Background: an optimization exercise with open tools, aiming at small area. Do not read the settings as production practice.
At most, simulation tests tie the RTL to the original design; equivalence was not proved.
Power and IR drop assume default switching activity.

==> flow/design.v (excerpt) <==
module bdsp_analyser (
    input  wire        clk,
    input  wire        rst,
    input  wire        start,
    input  wire [11:0] blob_len,
    input  wire [7:0]  en0,
    input  wire [7:0]  en1,
    input  wire        in_valid,
    input  wire [7:0]  in_data,
    output wire        in_ready,
    output wire        done,
    output wire        malformed,
    output wire [7:0]  on0,
    output wire [7:0]  on1,
    output wire [7:0]  off0,
    output wire [7:0]  off1,
    output wire [7:0]  gs0,
    output wire [7:0]  xt0,
    output wire [7:0]  xt1,
    output wire [7:0]  ctgt_ae0,
    output wire [7:0]  ctgt_ae1,
    output wire [7:0]  ctgt_gen,
    output wire [7:0]  ctgt_base,
    output wire [3:0]  ncoef,
    output wire [1:0]  mode,
    output wire [1:0]  sinsel,
    output wire        genstop,
    output wire [1:0]  mdir,
    output wire [1:0]  bdir0,
    output wire [1:0]  bdir1,
    output wire        reg_valid,
    output wire [7:0]  reg_flags,
  ...
Settings: LEC_CHECK=0, CAP_MARGIN=20, CORE_MARGIN=2, CORE_UTILIZATION=50, PLACE_DENSITY=0.7, SLEW_MARGIN=20; clock period 6.0 ns.
standard.sh (not shown) runs the stock make flow with config.mk's settings and CLKGATE_MAP_FILE= SYNTH_SCRIPT=/design/flow/synth_recipe.tcl, a recipe that flattens the netlist after the stock synthesis.
==> flow/flow/run.sh <==
#!/bin/bash
# The standard layout, with three changes:
# - synthesis maps the logic with an area-oriented ABC script (flow/abc_area.script)
#   in a copy of the ORFS scripts; everything else in synthesis is unchanged;
# - the smallest buffer on the ports and on outputs that repeat a net;
# - one tie cell for the constant outputs;
# - a clock tree of fewer, stronger sink buffers and no dummy loads.
# Each tool's full output stays in the ORFS logs under orfs/logs; make's own
# output goes to synth.log and standard.log.
set -euo pipefail
rm -rf scripts_area
cp -r "$FLOW_HOME/scripts" scripts_area
cp flow/abc_area.script scripts_area/abc_area.script
bash standard.sh SCRIPTS_DIR="$PWD/scripts_area" ABC_AREA=1 MIN_BUF_CELL_AND_PORTS="sky130_fd_sc_hd__buf_1 A X" synth > synth.log 2>&1
bash standard.sh \
  SKIP_REPAIR_TIE_FANOUT=1 \
  BUFFER_PORTS_ARGS="-buffer_cell sky130_fd_sc_hd__buf_1" \
  CTS_ARGS="-sink_clustering_enable -repair_clock_nets -sink_clustering_size 14 -sink_clustering_max_diameter 60 -sink_clustering_buffer sky130_fd_sc_hd__clkbuf_8 -buf_list {sky130_fd_sc_hd__clkbuf_4 sky130_fd_sc_hd__clkbuf_8} -dont_use_dummy_load" \
  finish > standard.log 2>&1
==> flow/flow/abc_area.script <==
strash
&get -n
&fraig -x
&put
scorr
dc2
strash
&get -n
&synch2
&dch -f
&nf -R 1000
&put
Then changed:
--- a/flow/design.v
+++ b/flow/design.v
@@ -42,15 +42,15 @@
     reg  [11:0] rem;       
     reg  [11:0] crem;      
     reg  [6:0]  cnt;       
     reg  [1:0]  kind;
     reg  [3:0]  app;
     reg  [4:0]  sw;        
-    reg         nhi_nz;    
+    reg  [3:0]  nhi;       
     reg  [13:0] q;         
-    reg  [13:0] pn;        
+    reg  [13:0] p;         
     reg  [14:0] seen;      
     reg  [14:0] ctgt;      
     reg  [3:0]  ncnt;
     reg         fb;        
     reg  [1:0]  sins;
     reg  [1:0]  md;        
@@ -69,13 +69,13 @@
     wire        ht       = in_hdr && take;
     wire        bt       = in_body && take;
     wire        z        = (in_data == 8'd0);
     wire        one      = (in_data == 8'd1);
     wire        dir_ok   = (in_data[7:2] == 6'd0) && !(in_data[1] && in_data[0]);
     wire [11:0] len      = {crem[11:8], in_data};
-    wire [11:0] n        = {inb[3:0] & {4{nhi_nz}}, in_data};
+    wire [11:0] n        = {nhi, in_data};
     wire        fw_seen  = (md != 2'd3);
     wire        is_fw    = (kind == K_FW);
     wire        is_coef  = (kind == K_COEF);
     wire        is_greg  = (kind == K_REG) && (app == 4'd0);
     wire        h7       = ht && (cnt[2:0] == 3'd7);
     wire        c_fw     = bt && is_fw;
@@ -111,18 +111,18 @@
             endcase
         end
     end
     assign in_ready  = in_body || (in_hdr && !(at_chunk && rem_lt8));
     assign done      = st[2];
     assign malformed = st[0];
-    assign on0  = {~(pn[0] | q[0]), ~(pn[7:1] | q[7:1])};
-    assign off0 = {~pn[0] &  q[0], ~pn[7:1] &  q[7:1]};
-    assign on1  = {2'b00, ~(pn[13:8] | q[13:8])};
-    assign off1 = {2'b00, ~pn[13:8] &  q[13:8]};
+    assign on0  = {p[0] & ~q[0], p[7:1] & ~q[7:1]};
+    assign off0 = {p[0] &  q[0], p[7:1] &  q[7:1]};
+    assign on1  = {2'b00, p[13:8] & ~q[13:8]};
+    assign off1 = {2'b00, p[13:8] &  q[13:8]};
     assign genstop = rv & rf[7];
-    assign gs0  = {genstop & q[0] & pn[0], 7'd0};
+    assign gs0  = {genstop & q[0] & ~p[0], 7'd0};
     assign xt0       = {ctgt[0], ctgt[7:1]};
     assign xt1       = {2'b00, ctgt[13:8]};
     assign ctgt_gen  = {7'd0, ctgt[0]};
     assign ctgt_ae0  = {1'b0, ctgt[7:1]};
     assign ctgt_ae1  = {2'b00, ctgt[13:8]};
     assign ctgt_base = {7'd0, ctgt[14]};
@@ -188,31 +188,25 @@
     wire [11:0] crem_dec = dec12(crem, bt);
     always @(posedge clk) begin
         rem        <= idle ? blob_len : rem_dec;
         crem[11:8] <= (ht && cnt[2:0] == 3'd6) ? in_data[3:0] : crem_dec[11:8];
         crem[7:0]  <= h7 ? in_data : crem_dec[7:0];
     end
-    wire        cnt_inc = take && (cnt != 7'd127);
-    wire        cnt_clr = idle || (ht && cnt[2:0] == 3'd7) || (bt && crem == 12'd1);
-    reg  [6:0]  cnt_up;
-    integer     j;
-    reg         cy;
-    always @(*) begin
-        cy = cnt_inc;
-        for (j = 0; j < 7; j = j + 1) begin
-            cnt_up[j] = cnt[j] ^ cy;
-            cy        = cy & cnt[j];
-        end
-    end
-    always @(posedge clk) begin
-        if (cnt_clr)
+    always @(posedge clk) begin
+        if (idle)
             cnt <= 7'd0;
-        else if (c8)
-            cnt <= (c8_ne && sin_hit) ? {~sw, 2'b11} : 7'd127;
-        else
-            cnt <= cnt_up;
+        else if (ht)
+            cnt <= (cnt[2:0] == 3'd7) ? 7'd0 : cnt + 7'd1;
+        else if (bt) begin
+            if (crem == 12'd1)
+                cnt <= 7'd0;
+            else if (is_coef && cnt == 7'd8)
+                cnt <= (c8_ne && sin_hit) ? {~sw, 2'b11} : 7'd127;
+            else if (cnt != 7'd127)
+                cnt <= cnt + 7'd1;
+        end
     end
     always @(posedge clk) begin
         if (ht) begin
             case (cnt[2:0])
             3'd0: kind <= z ? K_FW : K_SKIP;
             3'd1: if (!z) kind <= K_SKIP;
@@ -231,13 +225,13 @@
         end
     end
     wire [15:0] app_dec  = 16'd1 << app;
     wire [15:0] slot_dec = 16'd1 << cnt[3:0];
     wire        dir_hit  = c_fw && (cnt[6:4] == 3'd0) && (q[cnt[3:0]] ? z : one);
     always @(posedge clk) begin
-        pn   <= {14{idle}} | (pn & ~({14{dir_hit}} & slot_dec[13:0]));
+        p    <= {14{!idle}} & (p    | ({14{dir_hit}} & slot_dec[13:0]));
         seen <= {15{!idle}} & (seen | ({15{h7 && kind == K_COEF}} & app_dec[14:0]));
         ctgt <= {15{!idle}} & (ctgt | ({15{c8_ne}} & app_dec[14:0]));
         rv   <= !idle & (rv | (h7 && kind == K_REG && app == 4'd0));
     end
     always @(posedge clk) begin
         if (idle && start) q <= {en1[5:0], en0[6:0], en0[7]};
@@ -255,15 +249,13 @@
     end
     always @(posedge clk) begin
         if (c_coef && cnt == 7'd2) sw <= z ? 5'd1 : 5'd0;
         if (c_coef && cnt == 7'd3)
             sw <= (sw != 5'd0 && in_data[7:5] == 3'd0 && in_data[4:0] <= 5'd16) ?
                   5'd17 - in_data[4:0] : 5'd0;
-        if (c_coef && cnt == 7'd7) nhi_nz <= (in_data[3:0] != 4'd0);
-        if (c_coef && cnt == 7'd7 && (ncnt == 4'd0 || in_data[3:0] != 4'd0))
-            inb[3:0] <= in_data[3:0];
+        if (c_coef && cnt == 7'd7) nhi <= in_data[3:0];
         if (c_int && cnt[6:1] == 6'd1) iaddr <= {iaddr[7:0], in_data};
         if (c_int && cnt == 7'd8) inb <= in_data;
     end
     always @(posedge clk) begin
         if (c_int && cnt == 7'd4) fb <= !one;
         if (c_int && cnt == 7'd8 && n > 12'd160) fb <= 1'b1;
Result:
- non-clock buffer count is lower by 3
- routed wire length is higher by a few percent
- worst setup slack got worse by 0.13 ns
- synthesized area is higher by a few percent
- clock-buffer cell count is unchanged
- fmax is lower by a few percent
- cell area is higher by a few percent
- total power is higher by about a fifth
- cell count is higher by a few percent
- core utilization is lower by 0.63 points
- sequential power is higher by a few percent
- critical path depth does not change
The RTL of the second run of this note was laid out without a check of its function.

[separate check: timing with driven ports]
No port has a modelled driver above. Below, the same layouts with a new extraction and two added sets of constraints. Step 1 assumes that a clkbuf_16 drives the clock port and a buf_2 every other input. Step 2 adds t to the input delays and takes it off the output delays; t is the mean of the earliest and latest rising clock arrival at the registers after step 1. Input paths then give back, and output paths get back, about the clock's delay inside the block. Slacks: no drivers / after step 1 / after step 2; pairs: no drivers / after step 1.
run | t (ns) | slack for setup (ns) | worst hold slack (ns) | slew at the worst register clock pin (ns)
the first run | 0.520 | 1.844 / 1.844 / 1.564 | 0.442 / 0.442 / 0.442 | 0.09 / 0.09
the second run | 0.538 | 1.711 / 1.711 / 1.500 | 0.420 / 0.420 / 0.420 | 0.09 / 0.09
After both steps every run listed still meets setup and hold. For the first run, which loses most, drivers alone change the setup slack by 0.000 ns; drivers and shift together by -0.280 ns.
